Source: an optimization exercise on an open RTL-to-GDS flow (aim: small area, a short achievable clock period and few clock cycles per item). Production flows keep margins and buffers that such runs may drop.
In this exercise RTL edits were held to simulation tests only and were not proved equivalent to the original.

==> flow/design.v, too long to show whole: its modules and the start of the top module <==
// module env_srt_sel: 20 lines
// module env_srt4_step: 35 lines
// module env_div: 118 lines
// module env_mul24: 624 lines
// module env_inc: 22 lines
// module env_fmul: 50 lines
// module env_one_minus: 46 lines
// module emusc_env: 227 lines
module emusc_env (
    input  logic        clk,
    input  logic        rst,
    input  logic        cmd_valid,
    output logic        cmd_ready,
    input  logic [2:0]  cmd_op,
    input  logic [23:0] cmd_ta,
    input  logic [23:0] cmd_th,
    input  logic [23:0] cmd_td,
    input  logic [23:0] cmd_tr,
    input  logic [31:0] cmd_sus,
    output logic        rsp_valid,
    output logic [31:0] rsp_level,
    output logic [2:0]  rsp_phase
);
  // ...
==> flow/run.sh <==
#!/bin/bash
# synth_recipe.tcl (not shown) runs the flow's synth.tcl, then flattens the netlist and writes it again
# the make line also repeats each setting of config.mk as NAME=value (left out here)
make -C /OpenROAD-flow-scripts/flow DESIGN_CONFIG=/design/flow/config.mk WORK_HOME=/design/flow/orfs CLKGATE_MAP_FILE= SYNTH_SCRIPT=/design/flow/synth_recipe.tcl finish
==> flow/config.mk <==
export PLATFORM = sky130hd
export DESIGN_NAME = emusc_env
export DESIGN_NICKNAME = emusc_env
export VERILOG_FILES = /design/flow/design.v
export SDC_FILE = /design/flow/constraint.sdc
export NUM_CORES = 4
export LEC_CHECK = 0
export ABC_AREA = 1
export CAP_MARGIN = 20
export CORE_MARGIN = 2
export CORE_UTILIZATION = 40
export SLEW_MARGIN = 20
==> flow/constraint.sdc <==
create_clock -name core_clock -period 130.0 [get_ports {clk}]
set_input_delay 26.0000 -clock core_clock [delete_from_list [all_inputs] [get_ports {clk}]]
set_output_delay 26.0000 -clock core_clock [all_outputs]
set_load 0.01 [all_outputs]
==> summary.txt, run 1 <==
growth of design area from synthesis to finish=8.76%; starting utilization of the core area=0.404; ordered cell list for the critical path=clkdlybuf4s50_1 > nor2_1 > inv_1 > nor3_2 > buf_4 > buf_4; Multi-Input Combinational=6256; number of standard-cell rows in the floorplan=150; maximum number of pins on one net before global-route repair=69; final cell area excluding filler cells=73600 sq um; Max Clock Skew=0.0618 ns; run status=no timing/DRC/antenna violations; post-DP HPWL=172000 um; Reg2Reg Setup Slack=102.67 ns; combinational family with the most area after synthesis=adder cells; Routed met3 length=13600 um; count of flip-flops with a built-in enable after synthesis=182; most frequent cells in the layout=1385 x nand2_1, 1376 x inv_1, 631 x xor2_1; highest cell delay on the worst timing path=0.78 ns; Post-Route WL=217000 um; final weighted congestion in routability-driven placement=0.934; non-clock buffer instance count of the final layout=306; Gate Count Post-Synth=8719; total negative slack for setup checks=0 ns; min-delay worst type=flip-flop to flip-flop; total number of cells along the worst setup path=6; dominant kind of cell by area=multi-input gates; fraction of area in multi-input gates=0.637; area of the placeable core=168000 sq um; post-synth cell types=100; fraction of the mapped netlist area in simple logic gates=0.179; portion of the layout cell area used by clock cells=0.0315; final standard cell count with taps included and fillers excluded=10900
Testbench counts, summed over its fixed seeds: cycles 24,040, items 24,000.
==> inputs of run 2 (changes only) <==
--- a/flow/config.mk
+++ b/flow/config.mk
@@ -9,4 +9,4 @@
 export CAP_MARGIN = 20
 export CORE_MARGIN = 2
 export CORE_UTILIZATION = 40
-export SLEW_MARGIN = 20
+export SLEW_MARGIN = 50
==> summary.txt, run 2 <==
final critical path time including I/O delays and setup=27.66 ns (was 28.00 ns); number of design rule violations left after detail routing=0 (unchanged); Post-CTS Repair Setup Buffers=0 (unchanged); vias in the first global route=59000 (was 58600); count of flip-flops with a built-in enable after synthesis=182 (unchanged); clock buffer count from CTS=69 (was 68); fillers=16800 (unchanged); Gate Count Post-Synth=8719 (unchanged); setup violators final=0 (unchanged); CP Max Fanout=68 (unchanged); Setup Slack @ Placement=101.63 ns (was 100.50 ns); final standard cell count with taps included and fillers excluded=10900 (about the same); total via count after detailed routing=60000 (about the same); drt pass-1 iters=6 (was 9); top post-synthesis cells by count=1385 x nand2_1, 1376 x inv_1, 632 x xor2_1 (unchanged); dominant cell type by area after synthesis=fa_1 (unchanged); number of failing hold endpoints at the final stage=0 (unchanged); startpoint-to-endpoint class of the critical path=primary input to flip-flop (unchanged); cell with the most instances after synthesis=nand2_1 (unchanged); total negative slack for setup checks=0 ns (unchanged); run status=no timing/DRC/antenna violations (unchanged); number of antenna violations at the first check in global routing=6 (was 5); I/O pin count=171 (unchanged); Pins Over Slew Limit=0 (unchanged); largest cells by area after synthesis=fa_1 15%, dfxtp_1 12%, ha_1 12% (unchanged); area taken by flip-flops and latches=13500 sq um (about the same); clock latency (worst-skew pair)=0.70 ns (about the same); Fmax achieved=36.2 MHz (was 35.7 MHz); asr flop ratio synth=0 (unchanged); post-synth cell types=100 (unchanged); worst hold slack=0.303 ns (was 0.325 ns); transition time at the pin with the least slew margin=0.750 ns (was 1.13 ns); starting utilization of the core area=0.404 (unchanged); share of the cycle needed by the critical path after routing=0.213 (was 0.215); post-DP HPWL=172000 um (about the same); htree depth=3 (unchanged); global route overflow=0 (unchanged); fraction of final layout cells sized beyond drive strength 1=0.0693 (was 0.0620); final cell utilization of the core=0.440 (was 0.439); most frequent cells in the layout=1378 x nand2_1, 1348 x inv_1, 629 x xor2_1 (was 1385 x nand2_1, 1376 x inv_1, 631 x xor2_1); area share of the leading cell type in the synthesized netlist=0.148 (unchanged); Mapped Area=67600 sq um (unchanged); post-placement cell count=10800 (about the same); final weighted congestion in routability-driven placement=0.934 (unchanged); wire length of the first global-routing pass=337000 um (was 336000 um); deepest clock path buffer count=3 (unchanged); clock transition at the registers of the reported paths=0.07 ns (was 0.06 ns); TritonCTS clock tree=yes (unchanged); max-capacitance violation count=0 (unchanged); port bufs=167 (unchanged); Slew headroom=0.500 (was 0.238); sequential fraction of the synthesis area=0.199 (unchanged); unrepaired setup endpoints after global routing=no (unchanged); Sink Count=582 (unchanged); maximum number of pins on one net before global-route repair=69 (unchanged); required time at the worst-slack endpoint=130.32 ns (was 130.30 ns); crit path capture type=flip-flop (unchanged); area occupied by multi-input gates=47000 sq um (was 46800 sq um); number of standard-cell rows in the floorplan=150 (unchanged); GRT Overall Usage=0.246 (about the same); CTS resizes=0 (unchanged); die boundary height=415 um (unchanged); area of the placeable core=168000 sq um (unchanged); mean cell area of the mapped netlist=7.76 sq um (unchanged); Final Worst Setup Slack=102.35 ns (was 102.00 ns); Yosys warning count=22 (unchanged); ANT nets after route=0 (unchanged); Post-Route WL=217000 um (about the same); count of state elements after synthesis=582 (unchanged); Max Clock Skew=0.0675 ns (was 0.0618 ns); final routed wire length divided by cell count=19.8 um (was 19.9 um); number of DRC violations after detailed-routing iteration 0=5164 (was 5054); Critical Path AT=27.98 ns (was 28.31 ns); width of the die=415 um (unchanged); net count of the mapped netlist=9976 (unchanged); CTS Root Buffer Type=clkbuf_16 (unchanged); most used flip-flop cell after synthesis=dfxtp_1 (unchanged); area of the die=172000 sq um (unchanged); number of vias per cell=5.49 (about the same); growth of design area from synthesis to finish=9.13% (was 8.76%); kind of start point of the critical path=primary input (unchanged); min-delay worst type=flip-flop to flip-flop (unchanged); Final #Nets=9928 (was 9924); total of hold buffers inserted after clock tree synthesis=0 (unchanged); most common cell after layout, fill and taps aside=nand2_1 (unchanged)
run 2: cell count changes in the layout (fill, tap and decap cells not counted), sizes merged:
cell | before | now
clkinv | 51 | 56
buf | 140 | 143
clkbuf | 87 | 84
bufinv | 3 | 5
inv | 1430 | 1432
diode | 0 | 1
run 2: logic make-up after synthesis:
| kind of cell | count (synthesis) | synth area share |
|---|---|---|
| AND/OR/NAND/NOR | 2709 | 0.179 |
| buffers and inverters | 1881 | 0.109 |
| AO/OA/AOI/OAI | 1650 | 0.147 |
| adder cells (fa/ha/maj) | 1123 | 0.263 |
| XOR/XNOR | 752 | 0.0987 |
| flip-flops | 582 | 0.199 |
| multiplexers | 20 | 0.00305 |
| other | 2 | 0.000111 |
run 2: layer usage:
| layer | vias up | track usage | share of wire |
|---|---|---|---|
| met5 | - | 0 | 0.00012 |
| met4 | 4 | 0.103 | 0.044 |
| met3 | 439 | 0.0271 | 0.059 |
| met2 | 2031 | 0.414 | 0.47 |
| met1 | 28900 | 0.321 | 0.43 |
| li1 | 28600 | - | - |
run 2: cell type report:
cell class	count	share of cell area
diodes	1	0.0000339
flip-flops and latches	582	0.183
well taps	2204	0.0374
clock buffers	84	0.0251
repair buffers	309	0.0371
inverters	1453	0.0741
multi-input cells	6256	0.636
clock inverters	44	0.00744
run 2: through the flow:
step / instance area (sq um)
2_1_floorplan: 67600
4_1_cts: 73800
5_1_grt: 73800
6_report: 73800
3_5_place_dp: 71400
3_3_place_gp: 71200
run 2: worst max-delay path, stage by stage:
cell             delay (ns)
clkdlybuf4s50_1        0.45
nor2_1                 0.15
inv_1                  0.10
nor3_2                 0.13
buf_6                  0.49
buf_6                  0.55
run 2: final timing paths:
check                           cells after the start          from       endpoint  slack, ns
worst min register to register                      0  u_div.m_b[3]  u_div.m_c[13]       0.30
worst min-delay path                                0  u_div.m_b[3]  u_div.m_c[13]       0.30
worst max-delay path                                6     cmd_op[0]          th[8]     102.35
worst max register to register                    118      cnt_r[0]   u_div.s_b[8]     104.85
==> module env_div, before the edit <==
module env_div #(
    parameter int NA = 5,            
    parameter int NB = 5             
) (
    input  logic        clk,
    input  logic [23:0] c,
    input  logic [23:0] nd_a,        
    input  logic [23:0] nd_b,
    input  logic [4:0]  lzd_b,       
    input  logic [23:0] nd_c,
    output logic [30:0] q            
);
    localparam int NC = 13 - NA - NB;
    logic [4:0]  lzc;
    logic [23:0] nc;
    logic        ge;
    logic [28:0] d1a, d2a;
    logic [6:0]  m2a, m1a, m0a, mm1a;
    logic [28:0] sa [NA+1];
    logic [28:0] ca [NA+1];
    logic [2*NA-1:0] pa, ma;
    always_comb begin
        lzc = 5'd0;
        for (int i = 0; i < 24; i++)
            if (c[i]) lzc = 5'(23 - i);
        nc = c << lzc;
        ge = nc >= nd_a;
    end
    assign d1a   = {3'b000, nd_a, 2'b00};
    assign d2a   = {2'b00, nd_a, 3'b000};
    assign sa[0] = ge ? {5'd0, nc} : {4'd0, nc, 1'b0};
    assign ca[0] = 29'd0;
    env_srt_sel u_sel_a (.i(nd_a[22:20]), .m2(m2a), .m1(m1a), .m0(m0a), .mm1(mm1a));
    for (genvar i = 0; i < NA; i++) begin : g_a
        env_srt4_step u_step (
            .s_in(sa[i]), .c_in(ca[i]), .d1(d1a), .d2(d2a),
            .m2(m2a), .m1(m1a), .m0(m0a), .mm1(mm1a),
            .s_out(sa[i+1]), .c_out(ca[i+1]),
            .qp(pa[2*(NA-1-i) +: 2]), .qm(ma[2*(NA-1-i) +: 2])
        );
    end
    logic [28:0]     s_b, c_b;
    logic [2*NA-1:0] p_b, m_b;
    logic [4:0]      lzc_b;
    logic            ge_b;
    always_ff @(posedge clk) begin
        s_b   <= sa[NA];
        c_b   <= ca[NA];
        p_b   <= pa;
        m_b   <= ma;
        lzc_b <= lzc;
        ge_b  <= ge;
    end
    logic [28:0] d1b, d2b;
    logic [6:0]  m2b, m1b, m0b, mm1b;
    logic [28:0] sb [NB+1];
    logic [28:0] cb [NB+1];
    logic [2*NB-1:0] pb, mb;
    assign d1b   = {3'b000, nd_b, 2'b00};
    assign d2b   = {2'b00, nd_b, 3'b000};
    assign sb[0] = s_b;
    assign cb[0] = c_b;
    env_srt_sel u_sel_b (.i(nd_b[22:20]), .m2(m2b), .m1(m1b), .m0(m0b), .mm1(mm1b));
    for (genvar i = 0; i < NB; i++) begin : g_b
        env_srt4_step u_step (
            .s_in(sb[i]), .c_in(cb[i]), .d1(d1b), .d2(d2b),
            .m2(m2b), .m1(m1b), .m0(m0b), .mm1(mm1b),
            .s_out(sb[i+1]), .c_out(cb[i+1]),
            .qp(pb[2*(NB-1-i) +: 2]), .qm(mb[2*(NB-1-i) +: 2])
        );
    end
    logic [28:0]          s_c, c_c;
    logic [2*(NA+NB)-1:0] p_c, m_c;
    logic [7:0]           e_c;
    always_ff @(posedge clk) begin
        s_c <= sb[NB];
        c_c <= cb[NB];
        p_c <= {p_b, pb};
        m_c <= {m_b, mb};
        e_c <= 8'd126 + {3'd0, lzd_b} - {3'd0, lzc_b} + {7'd0, ge_b};
    end
    logic [28:0] d1c, d2c;
    logic [6:0]  m2c, m1c, m0c, mm1c;
    logic [28:0] sc [NC+1];
    logic [28:0] cc [NC+1];
    logic [2*NC-1:0] pc, mc;
    assign d1c   = {3'b000, nd_c, 2'b00};
    assign d2c   = {2'b00, nd_c, 3'b000};
    assign sc[0] = s_c;
    assign cc[0] = c_c;
    env_srt_sel u_sel_c (.i(nd_c[22:20]), .m2(m2c), .m1(m1c), .m0(m0c), .mm1(mm1c));
    for (genvar i = 0; i < NC; i++) begin : g_c
        env_srt4_step u_step (
            .s_in(sc[i]), .c_in(cc[i]), .d1(d1c), .d2(d2c),
            .m2(m2c), .m1(m1c), .m0(m0c), .mm1(mm1c),
            .s_out(sc[i+1]), .c_out(cc[i+1]),
            .qp(pc[2*(NC-1-i) +: 2]), .qm(mc[2*(NC-1-i) +: 2])
        );
    end
    logic [28:0] w, sf, cf;
    logic        neg, zero, sticky, round_up;
    logic [25:0] r;
    logic [23:0] mant;
    always_comb begin
        sf   = sc[NC];
        cf   = cc[NC];
        w    = sf + cf;
        neg  = w[28];
        zero = ~(sf[0] ^ cf[0]);
        for (int k = 1; k < 29; k++)
            zero = zero & ((sf[k] ^ cf[k]) == (sf[k-1] | cf[k-1]));
        sticky = ~zero;                      
        r        = {p_c, pc} - {m_c, mc};    
        round_up = ~neg & r[0] & (sticky | r[1]);
        mant     = r[24:1] + {23'd0, round_up};
        q        = {e_c, mant[22:0]};
    end
endmodule
==> inputs of run 3 (changes only) <==
--- a/flow/design.v
+++ b/flow/design.v
@@ -67,7 +67,7 @@
 );
     localparam int NC = 13 - NA - NB;
     logic [4:0]  lzc;
-    logic [23:0] nc;
+    logic [23:0] nc, v1, v2, v3, v4;
     logic        ge;
     logic [28:0] d1a, d2a;
     logic [6:0]  m2a, m1a, m0a, mm1a;
@@ -75,10 +75,13 @@
     logic [28:0] ca [NA+1];
     logic [2*NA-1:0] pa, ma;
     always_comb begin
-        lzc = 5'd0;
-        for (int i = 0; i < 24; i++)
-            if (c[i]) lzc = 5'(23 - i);
-        nc = c << lzc;
+        v1 = (c[23:8] == 16'd0)  ? {c[7:0], 16'd0}  : c;
+        v2 = (v1[23:16] == 8'd0) ? {v1[15:0], 8'd0} : v1;
+        v3 = (v2[23:20] == 4'd0) ? {v2[19:0], 4'd0} : v2;
+        v4 = (v3[23:22] == 2'd0) ? {v3[21:0], 2'd0} : v3;
+        nc = (v4[23] == 1'b0)    ? {v4[22:0], 1'b0} : v4;
+        lzc = {c[23:8] == 16'd0, v1[23:16] == 8'd0, v2[23:20] == 4'd0,
+               v3[23:22] == 2'd0, v4[23] == 1'b0};
         ge = nc >= nd_a;
     end
     assign d1a   = {3'b000, nd_a, 2'b00};
--- a/flow/config.mk
+++ b/flow/config.mk
@@ -9,4 +9,4 @@
 export CAP_MARGIN = 20
 export CORE_MARGIN = 2
 export CORE_UTILIZATION = 40
-export SLEW_MARGIN = 50
+export SLEW_MARGIN = 60
==> summary.txt, run 3 <==
run status=no timing/DRC/antenna violations (unchanged); port bufs=167 (unchanged); net count of the mapped netlist=9996 (was 9976); TritonCTS clock tree=yes (unchanged); Mapped Area=66800 sq um (was 67600 sq um); most frequent cells in the layout=1412 x nand2_1, 1350 x inv_1, 628 x xor2_1 (was 1378 x nand2_1, 1348 x inv_1, 629 x xor2_1); top post-synthesis cells by count=1427 x nand2_1, 1395 x inv_1, 636 x xor2_1 (was 1385 x nand2_1, 1376 x inv_1, 632 x xor2_1); post-synth cell types=77 (was 100); I/O pin count=171 (unchanged); min-delay worst type=flip-flop to flip-flop (unchanged); CTS Root Buffer Type=clkbuf_16 (unchanged); transition time at the pin with the least slew margin=0.602 ns (was 0.750 ns); drt pass-1 iters=7 (was 6); total of hold buffers inserted after clock tree synthesis=0 (unchanged); area share of the leading cell type in the synthesized netlist=0.150 (was 0.148); fraction of final layout cells sized beyond drive strength 1=0.0594 (was 0.0693); vias in the first global route=57900 (was 59000); area of the placeable core=165000 sq um (was 168000 sq um); largest cells by area after synthesis=fa_1 15%, dfxtp_1 12%, ha_1 12% (unchanged); most common cell after layout, fill and taps aside=nand2_1 (unchanged); diodes inserted=0 (was 1); number of design rule violations left after detail routing=0 (unchanged); start of the worst register-to-register path=cnt_r[20] (was cnt_r[0]); ANT nets after route=0 (unchanged); share of the cycle needed by the critical path after routing=0.214 (was 0.213); area taken by flip-flops and latches=13500 sq um (unchanged); width of the die=413 um (was 415 um); setup violators final=0 (unchanged); number of failing hold endpoints at the final stage=0 (unchanged); fillers=16400 (was 16800); count of flip-flops with a built-in enable after synthesis=182 (unchanged); Sink Count=582 (unchanged); CP Max Fanout=63 (was 68); Post-CTS Repair Setup Buffers=0 (unchanged); clock transition at the registers of the reported paths=0.06 ns (was 0.07 ns); Final #Nets=9940 (was 9928); deepest clock path buffer count=3 (unchanged); Critical Path AT=28.15 ns (was 27.98 ns); max-capacitance violation count=0 (unchanged); final critical path time including I/O delays and setup=27.79 ns (was 27.66 ns); total negative slack for setup checks=0 ns (unchanged); instance count along the most critical hold path=0 (unchanged); growth of design area from synthesis to finish=9.46% (was 9.13%); count of state elements after synthesis=582 (unchanged); global route overflow=0 (unchanged); asr flop ratio synth=0 (unchanged); most used flip-flop cell after synthesis=dfxtp_1 (unchanged); unrepaired setup endpoints after global routing=no (unchanged); startpoint-to-endpoint class of the critical path=primary input to flip-flop (unchanged); Slew headroom=0.597 (was 0.500); die boundary height=413 um (was 415 um); clock latency (worst-skew pair)=0.73 ns (was 0.70 ns); CTS resizes=0 (unchanged); number of standard-cell rows in the floorplan=149 (was 150); clock buffer count from CTS=66 (was 69); Final Worst Setup Slack=102.21 ns (was 102.35 ns); Placed Area=70800 sq um (was 71400 sq um); area of the die=170000 sq um (was 172000 sq um); area occupied by multi-input gates=46400 sq um (was 47000 sq um); Max Clock Skew=0.0885 ns (was 0.0675 ns); htree depth=3 (unchanged); Hold Path Origin=u_div.p_b[3] (was u_div.m_b[3]); Post-Route WL=208000 um (was 217000 um); Pins Over Slew Limit=0 (unchanged); maximum number of pins on one net before global-route repair=64 (was 69); crit path capture type=flip-flop (unchanged); sequential fraction of the synthesis area=0.202 (was 0.199); final cell area excluding filler cells=73100 sq um (was 73800 sq um); post-placement cell count=10800 (about the same); starting utilization of the core area=0.404 (about the same); GRT Overall Usage=0.242 (was 0.246); number of vias per cell=5.43 (was 5.49); final routed wire length divided by cell count=19.1 um (was 19.8 um); mean cell area of the mapped netlist=7.64 sq um (was 7.76 sq um); final weighted congestion in routability-driven placement=0.954 (was 0.934); Setup Slack @ Placement=101.52 ns (was 101.63 ns); Fmax achieved=36.0 MHz (was 36.2 MHz); worst hold slack=0.317 ns (was 0.303 ns); total via count after detailed routing=59400 (was 60000); final standard cell count with taps included and fillers excluded=10900 (about the same); number of antenna violations at the first check in global routing=3 (was 6); count of cells along the worst register-to-register path=116 (was 118); Reg2Reg Setup Slack=105.17 ns (was 104.85 ns); number of DRC violations after detailed-routing iteration 0=5114 (was 5164); Yosys warning count=22 (unchanged); Gate Count Post-Synth=8738 (was 8719); hold-critical path endpoint=u_div.p_c[13] (was u_div.m_c[13]); post-DP HPWL=165000 um (was 172000 um); dominant cell type by area after synthesis=fa_1 (unchanged); cell with the most instances after synthesis=nand2_1 (unchanged); critical register-to-register path endpoint=u_div.s_b[12] (was u_div.s_b[8]); required time at the worst-slack endpoint=130.36 ns (was 130.32 ns); kind of start point of the critical path=primary input (unchanged); wire length of the first global-routing pass=327000 um (was 337000 um)
-- run 3: cell count changes after synthesis, moves of 10 or more --
cell	before	now
a21oi_1	288	301
nor2_1	384	427
nand3_2	34	6
nand2_1	1385	1427
clkbuf_8	10	0
o22ai_1	565	555
nand2_4	14	1
inv_1	1376	1395
clkbuf_1	316	336
nor3_1	42	53
nand2_2	23	11
o21ai_1	54	43
o21ai_0	407	445
-- run 3: logic make-up (layout without fill, tap and decap cells) --
kind of cell | count (synthesis) | in the layout | synth area share
mux | 12 | 12 | 0.00184
compound gates | 1652 | 1652 | 0.147
simple gates | 2728 | 2728 | 0.176
buf+inv | 1889 | 1885 | 0.107
fa+ha+maj | 1124 | 1124 | 0.267
other cells | 2 | 2 | 0.000112
xor+xnor | 749 | 749 | 0.0991
flops | 582 | 582 | 0.202
-- run 3: layout make-up --
cell class              instances  share of cell area
inverters                    1464              0.0754
flip-flops and latches        582               0.184
clock inverters                34             0.00611
clock buffers                  86              0.0247
well taps                    2189              0.0375
repair buffers                301              0.0368
multi-input cells            6267               0.635
-- run 3: stage by stage --
stage / util
after floorplan: -
after global placement: 0.427
after detailed placement: 0.428
after CTS: 0.442
after global routing: 0.442
final: 0.442
-- run 3: layer usage --
| metal | global-route usage | routed length, um | part of all wire |
|---|---|---|---|
| met1 | 0.323 | 91100 | 0.44 |
| met2 | 0.406 | 97800 | 0.47 |
| met3 | 0.0249 | 12100 | 0.058 |
| met4 | 0.0806 | 7180 | 0.035 |
| met5 | 0 | 0 | 0 |
-- run 3: critical path: stages --
cell and delay (ns):
clkdlybuf4s50_1 0.41, buf_4 0.25, nor2_1 0.22, inv_1 0.11
nor3_2 0.19, buf_4 0.43, buf_8 0.46
-- run 3: worst max-delay path by stage --
stage          startpoint     end  slack [ns]
6_report        cmd_op[2]  ta[11]      102.21
5_1_grt         cmd_op[2]  ta[11]      102.03
4_1_cts         cmd_op[2]  ta[10]      102.30
3_5_place_dp    cmd_op[2]  ta[10]      101.52
3_3_place_gp    cmd_op[2]  ta[10]      101.24
2_1_floorplan   cmd_op[2]  sus[0]       94.27
Testbench counts of run 3, summed over its fixed seeds: cycles 24,040, items 24,000.
==> inputs of run 4 (changes only) <==
--- a/flow/config.mk
+++ b/flow/config.mk
@@ -9,4 +9,4 @@
 export CAP_MARGIN = 20
 export CORE_MARGIN = 2
 export CORE_UTILIZATION = 40
-export SLEW_MARGIN = 60
+export SLEW_MARGIN = 75
==> summary.txt, run 4 <==
Pins Over Slew Limit=0 (unchanged); total via count after detailed routing=59700 (was 59400); width of the die=413 um (unchanged); growth of design area from synthesis to finish=12.0% (was 9.46%); Final Worst Setup Slack=102.15 ns (was 102.21 ns); ANT nets after route=0 (unchanged); Setup Slack @ Placement=101.43 ns (was 101.52 ns); Post-Route WL=209000 um (was 208000 um); final routed wire length divided by cell count=19.1 um (about the same); number of DRC violations after detailed-routing iteration 0=4945 (was 5114); number of design rule violations left after detail routing=0 (unchanged); count of flip-flops with a built-in enable after synthesis=182 (unchanged); area of the placeable core=165000 sq um (unchanged); cell with the most instances after synthesis=nand2_1 (unchanged); Post-CTS Repair Setup Buffers=0 (unchanged); final cell utilization of the core=0.452 (was 0.442); start of the worst register-to-register path=cnt_r[20] (unchanged); Fmax achieved=35.9 MHz (was 36.0 MHz); number of standard-cell rows in the floorplan=149 (unchanged); global route overflow=0 (unchanged); share of the cycle needed by the critical path after routing=0.214 (about the same); total negative slack for setup checks=0 ns (unchanged); post-placement cell count=10800 (about the same); capture point of the worst path=ta[8] (was ta[11]); CP Max Fanout=36 (was 63); total of hold buffers inserted after clock tree synthesis=0 (unchanged); net count of the mapped netlist=9996 (unchanged); global routing usage on met1=0.323 (about the same); final weighted congestion in routability-driven placement=0.954 (unchanged); number of antenna violations at the first check in global routing=2 (was 3); clock buffer count from CTS=66 (unchanged); Max Clock Skew=0.0579 ns (was 0.0885 ns); vias in the first global route=58300 (was 57900); fraction of final layout cells sized beyond drive strength 1=0.0815 (was 0.0594); maximum number of pins on one net before global-route repair=49 (was 64); area share of the leading cell type in the synthesized netlist=0.150 (unchanged); Yosys warning count=22 (unchanged); wire length of the first global-routing pass=329000 um (was 327000 um); global route hottest layer=met2 (unchanged); deepest clock path buffer count=3 (unchanged); count of cells along the worst register-to-register path=120 (was 116); min-delay worst type=flip-flop to flip-flop (unchanged); post-DP HPWL=166000 um (was 165000 um); starting utilization of the core area=0.404 (unchanged); number of failing hold endpoints at the final stage=0 (unchanged); Sink Count=582 (unchanged); critical register-to-register path endpoint=u_div.s_b[25] (was u_div.s_b[12]); diodes inserted=0 (unchanged); die boundary height=413 um (unchanged); max-capacitance violation count=0 (unchanged); drt pass-1 iters=6 (was 7); Final #Nets=9969 (was 9940); unrepaired setup endpoints after global routing=no (unchanged); I/O pin count=171 (unchanged); most common cell after layout, fill and taps aside=nand2_1 (unchanged); clock transition at the registers of the reported paths=0.06 ns (about the same); sequential fraction of the synthesis area=0.202 (unchanged); Critical Path AT=28.26 ns (was 28.15 ns); crit path launch=cmd_op[2] (unchanged); asr flop ratio synth=0 (unchanged); area of the die=170000 sq um (unchanged); top post-synthesis cells by count=1427 x nand2_1, 1395 x inv_1, 636 x xor2_1 (unchanged); most used flip-flop cell after synthesis=dfxtp_1 (unchanged); met2 capacity usage during global routing=0.413 (was 0.406); CTS Root Buffer Type=clkbuf_16 (unchanged); final critical path time including I/O delays and setup=27.85 ns (was 27.79 ns); post-synth cell types=77 (unchanged); CTS resizes=0 (unchanged); Reg2Reg Setup Slack=106.43 ns (was 105.17 ns); htree depth=3 (unchanged); count of state elements after synthesis=582 (unchanged); startpoint-to-endpoint class of the critical path=primary input to flip-flop (unchanged); dominant cell type by area after synthesis=fa_1 (unchanged); GRT Overall Usage=0.243 (was 0.242); Hold Path Origin=sus_b[24] (was u_div.p_b[3]); largest cells by area after synthesis=fa_1 15%, dfxtp_1 12%, ha_1 12% (unchanged); final standard cell count with taps included and fillers excluded=11000 (was 10900); setup violators final=0 (unchanged); required time at the worst-slack endpoint=130.40 ns (was 130.36 ns); clock latency (worst-skew pair)=0.71 ns (was 0.73 ns); most frequent cells in the layout=1405 x nand2_1, 1337 x inv_1, 619 x ha_1 (was 1412 x nand2_1, 1350 x inv_1, 628 x xor2_1); mean cell area of the mapped netlist=7.64 sq um (unchanged); crit path capture type=flip-flop (unchanged); run status=no timing/DRC/antenna violations (unchanged); number of vias per cell=5.45 (was 5.43); port bufs=167 (unchanged); kind of start point of the critical path=primary input (unchanged); TritonCTS clock tree=yes (unchanged); Mapped Area=66800 sq um (unchanged); Gate Count Post-Synth=8738 (unchanged); grt met3 use=0.0264 (was 0.0249)
run 4: kinds of logic (layout without fill, tap and decap cells):
family | Yosys count | count (layout) | share of synthesized area
AOI/OAI and AO/OA | 1652 | 1652 | 0.147
xor gates and xnor gates | 749 | 749 | 0.0991
adders and majority gates | 1124 | 1124 | 0.267
buffers and inverters | 1889 | 1916 | 0.107
DFF | 582 | 582 | 0.202
muxes | 12 | 12 | 0.00184
other | 2 | 2 | 0.000112
and+or+nand+nor | 2728 | 2728 | 0.176
run 4: how the worst min path moves through the flow:
stage                               end  slack [ns]  cells after the start
after floorplan               kind_c[0]        0.31                      0
after global placement    u_div.m_c[14]        0.31                      0
after detailed placement       sus_c[4]        0.31                      0
after CTS                     sus_c[24]        0.32                      0
after global routing          sus_c[24]        0.32                      0
final                         sus_c[24]        0.32                      0
run 4: worst max-delay path, cell delays in order:
cell,delay [ns]
clkdlybuf4s50_1,0.43
buf_6,0.21
nor2_1,0.26
inv_1,0.13
nor3_2,0.25
buf_6,0.34
buf_8,0.15
buf_12,0.20
buf_12,0.24
run 4: layout make-up:
type / count / area (sq um)
Fill cell: 16300 / 90600
Multi-Input combinational cell: 6267 / 47500
Sequential cell: 582 / 13500
Inverter: 1464 / 5670
Timing Repair Buffer: 330 / 3080
Tap cell: 2189 / 2740
Clock buffer: 83 / 1810
Clock inverter: 39 / 489
run 4: routing by layer:
metal / share of wire / vias to the layer above
li1: - / 28600
met1: 0.44 / 28700
met2: 0.47 / 2033
met3: 0.056 / 338
met4: 0.032 / 0
met5: 0 / -
run 4: stage by stage:
step / hold slack [ns] / cell area [sq um]
after floorplan: 0.310 / 66800
after global placement: 0.310 / 70600
after detailed placement: 0.312 / 72200
after CTS: 0.316 / 74500
after global routing: 0.317 / 74800
final: 0.321 / 74800
==> inputs of run 5 (changes only) <==
--- a/flow/config.mk
+++ b/flow/config.mk
@@ -8,5 +8,5 @@
 export ABC_AREA = 1
 export CAP_MARGIN = 20
 export CORE_MARGIN = 2
-export CORE_UTILIZATION = 40
-export SLEW_MARGIN = 75
+export CORE_UTILIZATION = 55
+export SLEW_MARGIN = 60
==> summary.txt, run 5 <==
number of failing hold endpoints at the final stage=0 (unchanged); number of design rule violations left after detail routing=0 (unchanged); asr flop ratio synth=0 (unchanged); mean cell area of the mapped netlist=7.64 sq um (unchanged); fraction of final layout cells sized beyond drive strength 1=0.0615 (was 0.0815); maximum number of pins on one net before global-route repair=49 (unchanged); share of the cycle needed by the critical path after routing=0.215 (was 0.214); total negative slack for setup checks=0 ns (unchanged); drt pass-1 iters=8 (was 6); Max Clock Skew=0.0888 ns (was 0.0579 ns); clock latency (worst-skew pair)=0.70 ns (was 0.71 ns); count of state elements after synthesis=582 (unchanged); final critical path time including I/O delays and setup=27.91 ns (was 27.85 ns); crit path capture type=flip-flop (unchanged); total via count after detailed routing=59600 (was 59700); deepest clock path buffer count=3 (unchanged); fillers=11200 (was 16300); GRT Overall Usage=0.330 (was 0.243); sequential fraction of the synthesis area=0.202 (unchanged); largest cells by area after synthesis=fa_1 15%, dfxtp_1 12%, ha_1 12% (unchanged); ANT nets after route=0 (unchanged); net count of the mapped netlist=9996 (unchanged); growth of design area from synthesis to finish=8.49% (was 12.0%); Fmax achieved=35.8 MHz (was 35.9 MHz); number of antenna violations at the first check in global routing=3 (was 2); Pins Over Slew Limit=0 (unchanged); CP Max Fanout=46 (was 36); clock transition at the registers of the reported paths=0.07 ns (was 0.06 ns); CTS Root Buffer Type=clkbuf_16 (unchanged); width of the die=352 um (was 413 um); required time at the worst-slack endpoint=130.38 ns (was 130.40 ns); count of flip-flops with a built-in enable after synthesis=182 (unchanged); top post-synthesis cells by count=1427 x nand2_1, 1395 x inv_1, 636 x xor2_1 (unchanged); transition time at the pin with the least slew margin=0.631 ns; startpoint-to-endpoint class of the critical path=primary input to flip-flop (unchanged); kind of start point of the critical path=primary input (unchanged); Post-Route WL=209000 um (about the same); die boundary height=352 um (was 413 um); dominant cell type by area after synthesis=fa_1 (unchanged); unrepaired setup endpoints after global routing=no (unchanged); final weighted congestion in routability-driven placement=0.951 (was 0.954); final routed wire length divided by cell count=20.2 um (was 19.1 um); CTS resizes=0 (unchanged); Slew headroom=0.579; I/O pin count=171 (unchanged); TritonCTS clock tree=yes (unchanged); most used flip-flop cell after synthesis=dfxtp_1 (unchanged); min-delay worst type=flip-flop to flip-flop (unchanged); clock buffer count from CTS=60 (was 66); Placed Area=70200 sq um (was 72200 sq um); Post-CTS Repair Setup Buffers=0 (unchanged); instance count along the most critical hold path=0 (unchanged); max-capacitance violation count=0 (unchanged); Yosys warning count=22 (unchanged); Final #Nets=9940 (was 9969); Sink Count=582 (unchanged); cell with the most instances after synthesis=nand2_1 (unchanged); run status=no timing/DRC/antenna violations (unchanged); most frequent cells in the layout=1408 x nand2_1, 1357 x inv_1, 625 x xor2_1 (was 1405 x nand2_1, 1337 x inv_1, 619 x ha_1); total of hold buffers inserted after clock tree synthesis=0 (unchanged); Gate Count Post-Synth=8738 (unchanged); setup violators final=0 (unchanged); count of cells along the worst register-to-register path=119 (was 120); post-DP HPWL=164000 um (was 166000 um); area of the placeable core=120000 sq um (was 165000 sq um); Mapped Area=66800 sq um (unchanged); number of DRC violations after detailed-routing iteration 0=5211 (was 4945); number of vias per cell=5.76 (was 5.45); htree depth=2 (was 3); final cell area excluding filler cells=72500 sq um (was 74800 sq um); wire length of the first global-routing pass=326000 um (was 329000 um); port bufs=167 (unchanged); area share of the leading cell type in the synthesized netlist=0.150 (unchanged); starting utilization of the core area=0.556 (was 0.404); number of standard-cell rows in the floorplan=127 (was 149); Critical Path AT=28.29 ns (was 28.26 ns); global route overflow=0 (unchanged); area of the die=124000 sq um (was 170000 sq um); post-synth cell types=77 (unchanged); vias in the first global route=58700 (was 58300); most common cell after layout, fill and taps aside=nand2_1 (unchanged)
## run 5: metal layers
metal	share of wire	track usage	vias up
li1	-	-	28500
met1	0.41	0.429	28300
met5	0.000072	0	-
met3	0.071	0.0427	519
met4	0.057	0.166	2
met2	0.46	0.539	2284
## run 5: kinds of logic (layout without fill, tap and decap cells)
| logic type | count (synthesis) | in the layout | share of synthesized area |
|---|---|---|---|
| and+or+nand+nor | 2728 | 2728 | 0.176 |
| buffers and inverters | 1889 | 1884 | 0.107 |
| AOI/OAI and AO/OA | 1652 | 1652 | 0.147 |
| adders and majority gates | 1124 | 1124 | 0.267 |
| xor gates and xnor gates | 749 | 749 | 0.0991 |
| DFF | 582 | 582 | 0.202 |
| muxes | 12 | 12 | 0.00184 |
| other | 2 | 5 | 0.000112 |
## run 5: final timing paths
check	startpoint	endpoint	slack [ns]
setup / recovery	cmd_op[2]	ta[10]	102.09
hold / removal	u_div.m_b[7]	u_div.m_c[17]	0.25
setup reg to reg	cnt_r[22]	u_div.s_b[25]	104.84
hold reg to reg	u_div.m_b[7]	u_div.m_c[17]	0.25
## run 5: final cells by class
class | instances | area [sq um] | area share
clock buffer | 76 | 1630 | 0.0225
multi-input combinational | 6267 | 46500 | 0.642
clock inverter | 37 | 532 | 0.00734
inverter | 1464 | 5510 | 0.0761
sequential | 582 | 13500 | 0.186
tap | 1612 | 2020 | 0.0278
timing repair buffer | 307 | 2750 | 0.0379
antenna | 3 | 7.51 | 0.000104
## run 5: worst max-delay path, stage by stage
cell             delay, ns
clkdlybuf4s50_1       0.41
buf_4                 0.25
nor2_1                0.23
inv_1                 0.13
nor3_4                0.36
buf_4                 0.26
buf_8                 0.32
buf_12                0.28
## run 5: per-stage QoR
stage / utilization / hold slack (ns) / setup slack, ns / instances
after CTS: 0.602 / 0.234 / 102.16 / 10300
final: 0.603 / 0.246 / 102.09 / 10300
after floorplan: - / 0.310 / 94.27 / 8738
after global placement: 0.582 / 0.311 / 100.81 / 10200
after global routing: 0.603 / 0.247 / 101.91 / 10300
after detailed placement: 0.584 / 0.312 / 101.42 / 10200
==> inputs of run 6 (changes only) <==
--- a/flow/config.mk
+++ b/flow/config.mk
@@ -8,5 +8,6 @@
 export ABC_AREA = 1
 export CAP_MARGIN = 20
 export CORE_MARGIN = 2
-export CORE_UTILIZATION = 55
+export CORE_UTILIZATION = 40
+export PLACE_DENSITY = 0.75
 export SLEW_MARGIN = 60
==> summary.txt, run 6 <==
run status=no timing/DRC/antenna violations (unchanged); CTS Root Buffer Type=clkbuf_16 (unchanged); ANT nets after route=0 (unchanged); GRT Overall Usage=0.237 (was 0.330); TritonCTS clock tree=yes (unchanged); min-delay worst type=flip-flop to flip-flop (unchanged); number of vias per cell=5.55 (was 5.76); final critical path time including I/O delays and setup=27.60 ns (was 27.91 ns); drt pass-1 iters=6 (was 8); Reg2Reg Setup Slack=104.99 ns (was 104.84 ns); width of the die=413 um (was 352 um); max-capacitance violation count=0 (unchanged); die boundary height=413 um (was 352 um); final routed wire length divided by cell count=18.8 um (was 20.2 um); asr flop ratio synth=0 (unchanged); Mapped Area=66800 sq um (unchanged); clock buffer count from CTS=58 (was 60); Gate Count Post-Synth=8738 (unchanged); top post-synthesis cells by count=1427 x nand2_1, 1395 x inv_1, 636 x xor2_1 (unchanged); Sink Count=582 (unchanged); worst hold slack=0.324 ns (was 0.246 ns); capture point of the worst path=ta[5] (was ta[10]); largest cells by area after synthesis=fa_1 15%, dfxtp_1 12%, ha_1 12% (unchanged); area share of the leading cell type in the synthesized netlist=0.150 (unchanged); number of design rule violations left after detail routing=0 (unchanged); clock latency (worst-skew pair)=0.71 ns (was 0.70 ns); count of state elements after synthesis=582 (unchanged); deepest clock path buffer count=3 (unchanged); total negative slack for setup checks=0 ns (unchanged); mean cell area of the mapped netlist=7.64 sq um (unchanged); vias in the first global route=59700 (was 58700); count of flip-flops with a built-in enable after synthesis=182 (unchanged); Yosys warning count=22 (unchanged); dominant cell type by area after synthesis=fa_1 (unchanged); sequential fraction of the synthesis area=0.202 (unchanged); transition time at the pin with the least slew margin=0.668 ns (was 0.631 ns); number of standard-cell rows in the floorplan=149 (was 127); total of hold buffers inserted after clock tree synthesis=0 (unchanged); port bufs=167 (unchanged); Post-CTS Repair Setup Buffers=0 (unchanged); net count of the mapped netlist=9996 (unchanged); setup violators final=0 (unchanged); global route overflow=0 (unchanged); post-synth cell types=77 (unchanged); CP Max Fanout=58 (was 46); kind of start point of the critical path=primary input (unchanged); I/O pin count=171 (unchanged); number of antenna violations at the first check in global routing=4 (was 3); count of cells along the worst register-to-register path=121 (was 119); Final #Nets=9927 (was 9940); most used flip-flop cell after synthesis=dfxtp_1 (unchanged); crit path capture type=flip-flop (unchanged); Max Clock Skew=0.0492 ns (was 0.0888 ns); growth of design area from synthesis to finish=9.09% (was 8.49%); unrepaired setup endpoints after global routing=no (unchanged); start of the worst register-to-register path=cnt_r[21] (was cnt_r[22]); Critical Path AT=27.98 ns (was 28.29 ns); startpoint-to-endpoint class of the critical path=primary input to flip-flop (unchanged); number of DRC violations after detailed-routing iteration 0=5644 (was 5211); Post-Route WL=205000 um (was 209000 um); starting utilization of the core area=0.404 (was 0.556); final weighted congestion in routability-driven placement=0.971 (was 0.951); fraction of final layout cells sized beyond drive strength 1=0.0598 (was 0.0615); Pins Over Slew Limit=0 (unchanged); area of the die=170000 sq um (was 124000 sq um); post-DP HPWL=162000 um (was 164000 um); cell with the most instances after synthesis=nand2_1 (unchanged); htree depth=2 (unchanged); area of the placeable core=165000 sq um (was 120000 sq um); Fmax achieved=36.2 MHz (was 35.8 MHz); clock transition at the registers of the reported paths=0.06 ns (was 0.07 ns); total via count after detailed routing=60600 (was 59600); critical register-to-register path endpoint=u_div.s_b[10] (was u_div.s_b[25]); wire length of the first global-routing pass=324000 um (was 326000 um); share of the cycle needed by the critical path after routing=0.212 (was 0.215); most common cell after layout, fill and taps aside=nand2_1 (unchanged); required time at the worst-slack endpoint=130.38 ns (about the same); Slew headroom=0.551 (was 0.579); maximum number of pins on one net before global-route repair=78 (was 49); number of failing hold endpoints at the final stage=0 (unchanged); most frequent cells in the layout=1410 x nand2_1, 1351 x inv_1, 626 x xor2_1 (was 1408 x nand2_1, 1357 x inv_1, 625 x xor2_1); crit path launch=cmd_op[0] (was cmd_op[2]); CTS resizes=0 (unchanged)
## run 6: changes by cell type in the layout (fill, tap and decap cells not counted), moves of 3 or more
cell,change
buf_4,-14
bufinv_16,-7
clkbuf_1,-4
clkinv_2,+3
dfxtp_1,+4
dfxtp_2,-4
inv_1,-6
inv_2,+8
o21ai_0,+8
o21ai_2,-4
## run 6: logic make-up (layout without fill, tap and decap cells)
| family | after synthesis | in the layout | share of synthesized area |
|---|---|---|---|
| and+or+nand+nor | 2728 | 2728 | 0.176 |
| buffers and inverters | 1889 | 1869 | 0.107 |
| AOI/OAI and AO/OA | 1652 | 1652 | 0.147 |
| adders and majority gates | 1124 | 1124 | 0.267 |
| xor gates and xnor gates | 749 | 749 | 0.0991 |
| DFF | 582 | 582 | 0.202 |
| muxes | 12 | 12 | 0.00184 |
| other | 2 | 4 | 0.000112 |
## run 6: through the flow
stage               cell area (sq um)  instances  worst slack [ns]  utilization
floorplan                       66800       8738             94.27            -
global route                    72800      10900            102.28        0.441
finish                          72800      10900            102.40        0.441
detailed placement              70700      10800            101.70        0.428
global placement                70500      10800            100.69        0.426
CTS                             72700      10900            102.39        0.440
## run 6: cell type report
| class | instances | area [sq um] |
|---|---|---|
| flip-flops and latches | 582 | 13500 |
| well taps | 2189 | 2740 |
| clock inverters | 34 | 339 |
| inverters | 1464 | 5510 |
| clock buffers | 75 | 1670 |
| fillers | 16100 | 92500 |
| multi-input cells | 6267 | 46500 |
| diodes | 2 | 5.00 |
| repair buffers | 296 | 2650 |
## run 6: worst min-delay path by stage
stage,startpoint,endpoint,depth (start not counted)
floorplan,kind_b[0],kind_c[0],0
global placement,u_div.m_b[0],u_div.m_c[10],0
detailed placement,sus_b[21],sus_c[21],0
CTS,u_div.m_b[7],u_div.m_c[17],0
global route,u_div.m_b[0],u_div.m_c[10],0
finish,u_div.m_b[7],u_div.m_c[17],0
## run 6: metal layers
metal	track usage	part of all wire	vias to the layer above
li1	-	-	28500
met1	0.300	0.40	28800
met2	0.399	0.47	2705
met3	0.0349	0.079	557
met4	0.105	0.050	4
met5	0	0.00010	-
## run 6: critical path, cell delays in order
cell and delay [ns]:
clkdlybuf4s50_1 0.45, nor2_1 0.23, inv_1 0.12, nor3_2 0.25
buf_4 0.36, buf_8 0.24, buf_16 0.28
==> inputs of run 7 (changes only) <==
--- a/flow/config.mk
+++ b/flow/config.mk
@@ -6,8 +6,7 @@
 export NUM_CORES = 4
 export LEC_CHECK = 0
 export ABC_AREA = 1
-export CAP_MARGIN = 20
+export CAP_MARGIN = 5
 export CORE_MARGIN = 2
 export CORE_UTILIZATION = 40
-export PLACE_DENSITY = 0.75
 export SLEW_MARGIN = 60
==> summary.txt, run 7 <==
run status=no timing/DRC/antenna violations (unchanged); final routed wire length divided by cell count=19.1 um (was 18.8 um); total of hold buffers inserted after clock tree synthesis=0 (unchanged); maximum number of pins on one net before global-route repair=64 (was 78); width of the die=413 um (unchanged); required time at the worst-slack endpoint=130.36 ns (was 130.38 ns); area share of the leading cell type in the synthesized netlist=0.150 (unchanged); Critical Path AT=28.15 ns (was 27.98 ns); Sink Count=582 (unchanged); growth of design area from synthesis to finish=9.46% (was 9.09%); Final #Nets=9940 (was 9927); ordered cell list for the critical path=clkdlybuf4s50_1 > buf_4 > nor2_1 > inv_1 > nor3_2 > buf_4 > buf_8 (was clkdlybuf4s50_1 > nor2_1 > inv_1 > nor3_2 > buf_4 > buf_8 > buf_16); most common cell after layout, fill and taps aside=nand2_1 (unchanged); number of design rule violations left after detail routing=0 (unchanged); Slew headroom=0.597 (was 0.551); I/O pin count=171 (unchanged); setup violators final=0 (unchanged); count of buffering cells on the critical path with inverters included=5 (unchanged); ANT nets after route=0 (unchanged); transition time at the pin with the least slew margin=0.602 ns (was 0.668 ns); asr flop ratio synth=0 (unchanged); net count of the mapped netlist=9996 (unchanged); Mapped Area=66800 sq um (unchanged); TritonCTS clock tree=yes (unchanged); cell type of the slowest stage on the worst timing path=buf_8 (was clkdlybuf4s50_1); area taken by flip-flops and latches=13500 sq um (unchanged); most frequent cells in the layout=1412 x nand2_1, 1350 x inv_1, 628 x xor2_1 (was 1410 x nand2_1, 1351 x inv_1, 626 x xor2_1); Setup Slack @ Placement=101.52 ns (was 101.70 ns); fraction of final layout cells sized beyond drive strength 1=0.0594 (was 0.0598); number of failing hold endpoints at the final stage=0 (unchanged); CP Max Fanout=63 (was 58); fillers=16400 (was 16100); global route overflow=0 (unchanged); hold-critical path endpoint=u_div.p_c[13] (was u_div.m_c[17]); final critical path time including I/O delays and setup=27.79 ns (was 27.60 ns); port bufs=167 (unchanged); Hold Path Origin=u_div.p_b[3] (was u_div.m_b[7]); final cell area excluding filler cells=73100 sq um (was 72800 sq um); Reg2Reg Setup Slack=105.17 ns (was 104.99 ns); area of the placeable core=165000 sq um (unchanged); CTS resizes=0 (unchanged); clock transition at the registers of the reported paths=0.06 ns (about the same); deepest clock path buffer count=3 (unchanged); most used flip-flop cell after synthesis=dfxtp_1 (unchanged); crit path capture type=flip-flop (unchanged); max-capacitance violation count=0 (unchanged); kind of start point of the critical path=primary input (unchanged); top post-synthesis cells by count=1427 x nand2_1, 1395 x inv_1, 636 x xor2_1 (unchanged); post-DP HPWL=165000 um (was 162000 um); sequential fraction of the synthesis area=0.202 (unchanged); count of flip-flops with a built-in enable after synthesis=182 (unchanged); number of DRC violations after detailed-routing iteration 0=5114 (was 5644); vias in the first global route=57900 (was 59700); number of antenna violations at the first check in global routing=3 (was 4); mean cell area of the mapped netlist=7.64 sq um (unchanged); die boundary height=413 um (unchanged); Max Clock Skew=0.0885 ns (was 0.0492 ns); diodes inserted=0 (was 2); Post-CTS Repair Setup Buffers=0 (unchanged); Pins Over Slew Limit=0 (unchanged); min-delay worst type=flip-flop to flip-flop (unchanged); Yosys warning count=22 (unchanged); Gate Count Post-Synth=8738 (unchanged); Placed Area=70800 sq um (was 70700 sq um); Largest delay share family, worst path=buffers and inverters (unchanged); clock latency (worst-skew pair)=0.73 ns (was 0.71 ns); highest cell delay on the worst timing path=0.46 ns (was 0.45 ns); CTS Root Buffer Type=clkbuf_16 (unchanged); dominant cell type by area after synthesis=fa_1 (unchanged); Worst path most repeated cell=buf_4; htree depth=3 (was 2); total via count after detailed routing=59400 (was 60600); area of the die=170000 sq um (unchanged); share of the cycle needed by the critical path after routing=0.214 (was 0.212); wire length of the first global-routing pass=327000 um (was 324000 um); instance count along the most critical hold path=0 (unchanged); area occupied by multi-input gates=46400 sq um (was 46500 sq um); critical register-to-register path endpoint=u_div.s_b[12] (was u_div.s_b[10]); clock buffer count from CTS=66 (was 58); count of cells along the worst register-to-register path=116 (was 121); drt pass-1 iters=7 (was 6); number of vias per cell=5.43 (was 5.55); largest cells by area after synthesis=fa_1 15%, dfxtp_1 12%, ha_1 12% (unchanged); final weighted congestion in routability-driven placement=0.954 (was 0.971); starting utilization of the core area=0.404 (unchanged); total negative slack for setup checks=0 ns (unchanged); Fmax achieved=36.0 MHz (was 36.2 MHz); GRT Overall Usage=0.242 (was 0.237); count of state elements after synthesis=582 (unchanged); start of the worst register-to-register path=cnt_r[20] (was cnt_r[21]); startpoint-to-endpoint class of the critical path=primary input to flip-flop (unchanged); unrepaired setup endpoints after global routing=no (unchanged); cell with the most instances after synthesis=nand2_1 (unchanged); post-synth cell types=77 (unchanged); Post-Route WL=208000 um (was 205000 um); Final Worst Setup Slack=102.21 ns (was 102.40 ns); number of standard-cell rows in the floorplan=149 (unchanged)
run 7: per-stage QoR:
stage	instances	util	hold WS [ns]
6_report	10900	0.442	0.317
5_1_grt	10900	0.442	0.318
4_1_cts	10900	0.442	0.315
3_5_place_dp	10800	0.428	0.312
3_3_place_gp	10800	0.427	0.310
2_1_floorplan	8738	-	0.310
run 7: final cells by class:
class | count | share of cell area
Multi-Input combinational cell | 6267 | 0.635
Inverter | 1464 | 0.0754
Timing Repair Buffer | 301 | 0.0368
Tap cell | 2189 | 0.0375
Clock inverter | 34 | 0.00611
Sequential cell | 582 | 0.184
Clock buffer | 86 | 0.0247
run 7: kinds of logic (layout without fill, tap and decap cells):
kind of cell	Yosys count	count (layout)	share of synthesized area
buffers and inverters	1889	1885	0.107
other	2	2	0.000112
adders and majority gates	1124	1124	0.267
xor gates and xnor gates	749	749	0.0991
DFF	582	582	0.202
and+or+nand+nor	2728	2728	0.176
muxes	12	12	0.00184
AOI/OAI and AO/OA	1652	1652	0.147
run 7: how the worst max path moves through the flow:
stage	slack [ns]	from	to	cells past startpoint
floorplan	94.27	cmd_op[2]	sus[0]	4
global placement	101.24	cmd_op[2]	ta[10]	7
detailed placement	101.52	cmd_op[2]	ta[10]	7
CTS	102.30	cmd_op[2]	ta[10]	7
global route	102.03	cmd_op[2]	ta[11]	7
finish	102.21	cmd_op[2]	ta[11]	7
run 7: routing by layer:
layer  part of all wire  GRT usage  wire length (um)
met1               0.44      0.323             91100
met2               0.47      0.406             97800
met4              0.035     0.0806              7180
met5                  0          0                 0
met3              0.058     0.0249             12100
==> inputs of run 8 (changes only) <==
--- a/flow/config.mk
+++ b/flow/config.mk
@@ -6,7 +6,8 @@
 export NUM_CORES = 4
 export LEC_CHECK = 0
 export ABC_AREA = 1
-export CAP_MARGIN = 5
+export CAP_MARGIN = 20
 export CORE_MARGIN = 2
 export CORE_UTILIZATION = 40
+export PLACE_DENSITY = 0.82
 export SLEW_MARGIN = 60
==> summary.txt, run 8 <==
Final #Nets=9923 (was 9940); unrepaired setup endpoints after global routing=no (unchanged); share of the cycle needed by the critical path after routing=0.214 (about the same); area occupied by multi-input gates=46400 sq um (about the same); total negative slack for setup checks=0 ns (unchanged); clock latency (worst-skew pair)=0.71 ns (was 0.73 ns); width of the die=413 um (unchanged); asr flop ratio synth=0 (unchanged); Sink Count=582 (unchanged); min-delay worst type=flip-flop to flip-flop (unchanged); number of antenna violations at the first check in global routing=11 (was 3); count of state elements after synthesis=582 (unchanged); area of the die=170000 sq um (unchanged); length of routed wiring on met1=81600 um (was 91100 um); post-synth cell types=77 (unchanged); most frequent cells in the layout=1407 x nand2_1, 1341 x inv_1, 628 x xor2_1 (was 1412 x nand2_1, 1350 x inv_1, 628 x xor2_1); count of flip-flops with a built-in enable after synthesis=182 (unchanged); CTS resizes=0 (unchanged); top post-synthesis cells by count=1427 x nand2_1, 1395 x inv_1, 636 x xor2_1 (unchanged); required time at the worst-slack endpoint=130.35 ns (was 130.36 ns); ANT nets after route=0 (unchanged); area of the placeable core=165000 sq um (unchanged); Slew headroom=0.539 (was 0.597); htree depth=3 (unchanged); area taken by flip-flops and latches=13500 sq um (unchanged); worst hold slack=0.307 ns (was 0.317 ns); global route overflow=0 (unchanged); mean cell area of the mapped netlist=7.64 sq um (unchanged); maximum number of pins on one net before global-route repair=50 (was 64); dominant cell type by area after synthesis=fa_1 (unchanged); post-DP HPWL=162000 um (was 165000 um); number of vias per cell=5.66 (was 5.43); sequential fraction of the synthesis area=0.202 (unchanged); die boundary height=413 um (unchanged); Gate Count Post-Synth=8738 (unchanged); fraction of final layout cells sized beyond drive strength 1=0.0612 (was 0.0594); deepest clock path buffer count=3 (unchanged); CP Max Fanout=49 (was 63); area share of the leading cell type in the synthesized netlist=0.150 (unchanged); met2 wire length=94500 um (was 97800 um); vias in the first global route=61100 (was 57900); GRT Overall Usage=0.241 (was 0.242); CTS Root Buffer Type=clkbuf_16 (unchanged); most common cell after layout, fill and taps aside=nand2_1 (unchanged); uppermost signal routing layer after detailed routing=met4 (unchanged); largest cells by area after synthesis=fa_1 15%, dfxtp_1 12%, ha_1 12% (unchanged); clock buffer count from CTS=68 (was 66); setup violators final=0 (unchanged); Yosys warning count=22 (unchanged); crit path capture type=flip-flop (unchanged); Max Clock Skew=0.0668 ns (was 0.0885 ns); Pins Over Slew Limit=0 (unchanged); final critical path time including I/O delays and setup=27.84 ns (was 27.79 ns); final cell area excluding filler cells=73100 sq um (about the same); Placed Area=70600 sq um (was 70800 sq um); drt pass-1 iters=10 (was 7); growth of design area from synthesis to finish=9.42% (was 9.46%); run status=no timing/DRC/antenna violations (unchanged); kind of start point of the critical path=primary input (unchanged); final routed wire length divided by cell count=19.2 um (was 19.1 um); TritonCTS clock tree=yes (unchanged); cell with the most instances after synthesis=nand2_1 (unchanged); final weighted congestion in routability-driven placement=1.01 (was 0.954); I/O pin count=171 (unchanged); Critical Path AT=28.19 ns (was 28.15 ns); number of standard-cell rows in the floorplan=149 (unchanged); number of failing hold endpoints at the final stage=0 (unchanged); max-capacitance violation count=0 (unchanged); total via count after detailed routing=61800 (was 59400); Routed met3 length=19600 um (was 12100 um); Mapped Area=66800 sq um (unchanged); Fmax achieved=35.9 MHz (was 36.0 MHz); transition time at the pin with the least slew margin=0.690 ns (was 0.602 ns); net count of the mapped netlist=9996 (unchanged); number of DRC violations after detailed-routing iteration 0=6437 (was 5114); wire length of the first global-routing pass=328000 um (was 327000 um); clock transition at the registers of the reported paths=0.06 ns (about the same); Post-CTS Repair Setup Buffers=0 (unchanged); most used flip-flop cell after synthesis=dfxtp_1 (unchanged); starting utilization of the core area=0.404 (unchanged); port bufs=167 (unchanged); number of design rule violations left after detail routing=0 (unchanged); total of hold buffers inserted after clock tree synthesis=0 (unchanged); Post-Route WL=210000 um (was 208000 um); startpoint-to-endpoint class of the critical path=primary input to flip-flop (unchanged); fillers=15800 (was 16400)
-- run 8: changes by cell type in the layout (fill, tap and decap cells not counted), moves of 3 or more --
cell	change
buf_4	-23
inv_1	-9
inv_2	+8
o21ai_2	+8
nand2_1	-5
o21ai_0	-5
clkbuf_16	+4
clkinv_2	+4
nand2_2	+4
clkbuf_1	-3
ha_1	-3
ha_2	+3
-- run 8: per-layer routing --
layer | vias to the layer above | global-route usage
met1 | 29200 | 0.299
met3 | 815 | 0.0431
li1 | 28500 | -
met4 | 0 | 0.143
met5 | - | 0
met2 | 3292 | 0.389
-- run 8: path summary, 6_finish.rpt --
check,end,slack (ns),cells past startpoint,from
max,ta[1],102.16,7,cmd_op[2]
min,sus_b[2],0.31,0,sus[2]
min reg2reg,sus_b[2],0.31,0,sus[2]
max reg2reg,u_div.s_b[9],104.87,124,cnt_r[20]
-- run 8: final cells by class --
cell class                      instances  share of cell area
Inverter                             1464              0.0755
Sequential cell                       582               0.184
Tap cell                             2189              0.0375
Timing Repair Buffer                  282              0.0350
Antenna cell                            1           0.0000342
Clock inverter                         36             0.00577
Clock buffer                           89              0.0263
Multi-Input combinational cell       6267               0.636
-- run 8: logic make-up (layout without fill, tap and decap cells) --
group	count (synthesis)	in the layout	share of synthesized area
AO/OA/AOI/OAI	1652	1652	0.147
XOR/XNOR	749	749	0.0991
adder cells (fa/ha/maj)	1124	1124	0.267
buffers and inverters	1889	1871	0.107
flip-flops	582	582	0.202
multiplexers	12	12	0.00184
other	2	3	0.000112
AND/OR/NAND/NOR	2728	2728	0.176
-- run 8: through the flow --
stage | setup WS, ns | utilization | instances
floorplan | 94.27 | - | 8738
global placement | 101.29 | 0.426 | 10800
detailed placement | 101.37 | 0.427 | 10800
CTS | 102.13 | 0.441 | 10900
global route | 102.01 | 0.442 | 10900
finish | 102.16 | 0.442 | 10900
-- run 8: worst max-delay path, cell delays in order --
cell             delay, ns
clkdlybuf4s50_1       0.41
buf_4                 0.25
nor2_1                0.23
inv_1                 0.13
nor3_2                0.24
buf_6                 0.40
buf_6                 0.46

separate check: timing with driven ports:
Ports are ideal in the flow. The routed layouts listed here were re-timed in OpenROAD.
Step 1, drivers: a clkbuf_16 drives clk and a buf_2 each remaining input, both assumed.
Step 2 also shifts input and output timing later by t, the mid clock arrival at the registers, as if the neighbouring blocks saw the same clock.
Slacks: no drivers / after step 1 / after step 2; pairs: no drivers / after step 1.
| run | t (ns) | setup WS [ns] | worst setup path at the end | clock arrival spread, ns | pins driven straight from the clock port |
|---|---|---|---|---|---|
| run 1 | 0.751 | 101.995 / 102.044 / 101.293 | input to register | 0.061 / 0.062 | 1 |
| run 2 | 0.748 | 102.345 / 102.372 / 101.651 | input to register | 0.071 / 0.071 | 1 |
| run 3 | 0.758 | 102.209 / 102.266 / 101.508 | input to register | 0.093 / 0.093 | 1 |
| run 4 | 0.768 | 102.147 / 102.218 / 101.450 | input to register | 0.070 / 0.071 | 1 |
| run 5 | 0.735 | 102.091 / 102.138 / 101.403 | input to register | 0.090 / 0.090 | 1 |
| run 6 | 0.771 | 102.401 / 102.339 / 101.698 | input to register | 0.050 / 0.050 | 1 |
| run 7 | 0.758 | 102.209 / 102.266 / 101.508 | input to register | 0.093 / 0.093 | 1 |
| run 8 | 0.752 | 102.162 / 102.211 / 101.459 | input to register | 0.076 / 0.076 | 1 |
After both steps every run listed still meets setup and hold.
